What follows belongs to an exercise in optimizing a design on an open flow for small area, a short achievable clock period and few clock cycles per item; a production flow would make more cautious choices. The RTL was checked by simulation tests, not by an equivalence proof against the original design.

Design lz77_enc, start of the top module:
module lz77_enc (
    input  wire        clk,
    input  wire        rst,             
    input  wire [6:0]  cfg_window,      
    input  wire [5:0]  cfg_lookahead,   
    input  wire        in_valid,
    output wire        in_ready,
    input  wire [7:0]  in_data,
    input  wire        in_last,         
    output wire        out_valid,
    input  wire        out_ready,
    output wire [15:0] out_offset,
    output wire [15:0] out_length,
    output wire [7:0]  out_literal,
    output wire        out_last         
);
==> flow/config.mk <==
export PLATFORM = sky130hd
export DESIGN_NAME = lz77_enc
export DESIGN_NICKNAME = lz77_enc
export VERILOG_FILES = /design/flow/design.v
export SDC_FILE = /design/flow/constraint.sdc
export NUM_CORES = 4
export LEC_CHECK = 0
export ABC_CLOCK_PERIOD_IN_PS = 2500
export CAP_MARGIN = 20
export CORE_MARGIN = 2
export CORE_UTILIZATION = 40
export CTS_CLUSTER_DIAMETER = 100
export CTS_CLUSTER_SIZE = 30
export SLEW_MARGIN = 20
==> flow/constraint.sdc <==
create_clock -name core_clock -period 10.0 [get_ports {clk}]
set_input_delay 2.0000 -clock core_clock [delete_from_list [all_inputs] [get_ports {clk}]]
set_output_delay 2.0000 -clock core_clock [all_outputs]
set_load 0.01 [all_outputs]
standard.sh (not shown) runs the stock make flow with config.mk's settings and CLKGATE_MAP_FILE= SYNTH_SCRIPT=/design/flow/synth_recipe.tcl, a recipe that flattens the netlist after the stock synthesis.
==> flow/flow/run.sh <==
#!/bin/bash
set -euo pipefail
bash standard.sh SETUP_SLACK_MARGIN=6.8 finish > make_finish.log 2>&1
The starting point ran to the end with no violations.
Testbench counts at the start, summed over its fixed seeds: cycles 35,415, bytes 35,399.
Edit:
==> flow/run.sh (new file) <==
#!/bin/bash
# synth_recipe.tcl (not shown) runs the flow's synth.tcl, then flattens the netlist and writes it again
# the make line also repeats each setting of config.mk as NAME=value (left out here)
make -C /OpenROAD-flow-scripts/flow DESIGN_CONFIG=/design/flow/config.mk WORK_HOME=/design/flow/orfs CLKGATE_MAP_FILE= SYNTH_SCRIPT=/design/flow/synth_recipe.tcl finish
CTS_CLUSTER_DIAMETER = not set   (was 100)
CTS_CLUSTER_SIZE = not set   (was 30)
SETUP_SLACK_MARGIN = 5   (was not set)
removed: flow/flow/run.sh
removed: flow/standard.sh
What happened: The changed run finished with timing, DRC and antenna clean; die area is unchanged; routed wire length came out lower by a few percent; worst setup slack degrades by 0.94 ns; count of clock-buffer cells in the layout came out higher by 56.

========
== red ==
lz77_enc again, from the RTL that the note above started with.
// lz77_enc
module lz77_enc (
    input  wire        clk,
    input  wire        rst,             
    input  wire [6:0]  cfg_window,      
    input  wire [5:0]  cfg_lookahead,   
    input  wire        in_valid,
    output wire        in_ready,
    input  wire [7:0]  in_data,
    input  wire        in_last,         
    output wire        out_valid,
    input  wire        out_ready,
    output wire [15:0] out_offset,
    output wire [15:0] out_length,
    output wire [7:0]  out_literal,
    output wire        out_last         
);
make LEC_CHECK=0 ABC_CLOCK_PERIOD_IN_PS=2500 CAP_MARGIN=20 CORE_MARGIN=2 CORE_UTILIZATION=40 SLEW_MARGIN=20 finish   # period 10.0 ns
run.sh (not shown) runs the stock make flow with config.mk's settings and CLKGATE_MAP_FILE= SYNTH_SCRIPT=/design/flow/synth_recipe.tcl, a recipe that flattens the netlist after the stock synthesis.
Stock flow here: none of the scripts above is used.
red completed; timing, DRC and antenna clean
Testbench counts of red, summed over its fixed seeds: cycles 35,415, bytes 35,399.
diff inputs: red => blue
==> flow/flow/run.sh (new file) <==
#!/bin/bash
set -euo pipefail
bash standard.sh SETUP_SLACK_MARGIN=7.2 finish > make_finish.log 2>&1
==> flow/standard.sh (new file) <==
#!/bin/bash
# synth_recipe.tcl (not shown) runs the flow's synth.tcl, then flattens the netlist and writes it again
# the make line also repeats each setting of config.mk as NAME=value (left out here)
make -C /OpenROAD-flow-scripts/flow DESIGN_CONFIG=/design/flow/config.mk WORK_HOME=/design/flow/orfs CLKGATE_MAP_FILE= SYNTH_SCRIPT=/design/flow/synth_recipe.tcl "${@:-finish}"
removed: flow/run.sh
### Flow results
Relative to red, final period utilization decreased by 9.1 points in blue. The run with more routed wire is blue, not red. Worst setup slack, red and blue: smaller value in red. No stage failed in blue, and the final checks on the layout all came back clean. From red to blue, synthesized area divided by synthesized cell count did not move at all. [blue] portion of the layout cell area used by non-clock buffers rose 4.1 points relative to red.

==> re-timing with driven ports <==
No port has a modelled driver above. Below, the same layouts with a new extraction and two added sets of constraints.
Step 1 assumes that a clkbuf_16 drives the clock port and a buf_2 every other input.
Step 2 times the ports against the registers' clock, not the clock port: input delays grow and output delays shrink by t, the midpoint of the rising clock arrivals with the driver on.
Slacks: ideal ports / drivers / drivers and shift; pairs: ideal ports / drivers.
run	t (ns)	slack for setup (ns)	slew at the worst register clock pin (ns)
the first run of note 1	0.677	6.771 / 6.708 / 6.452	0.12 / 0.12
the second run of note 1	0.661	5.832 / 5.832 / 5.832	0.07 / 0.07
red	0.662	5.874 / 5.874 / 5.874	0.07 / 0.07
blue	0.671	6.789 / 6.726 / 6.534	0.07 / 0.07
After both steps every run listed still meets setup and hold. The setup slack of the first run of note 1, which loses most, moves by -0.063 ns with the drivers and by -0.319 ns with both steps.
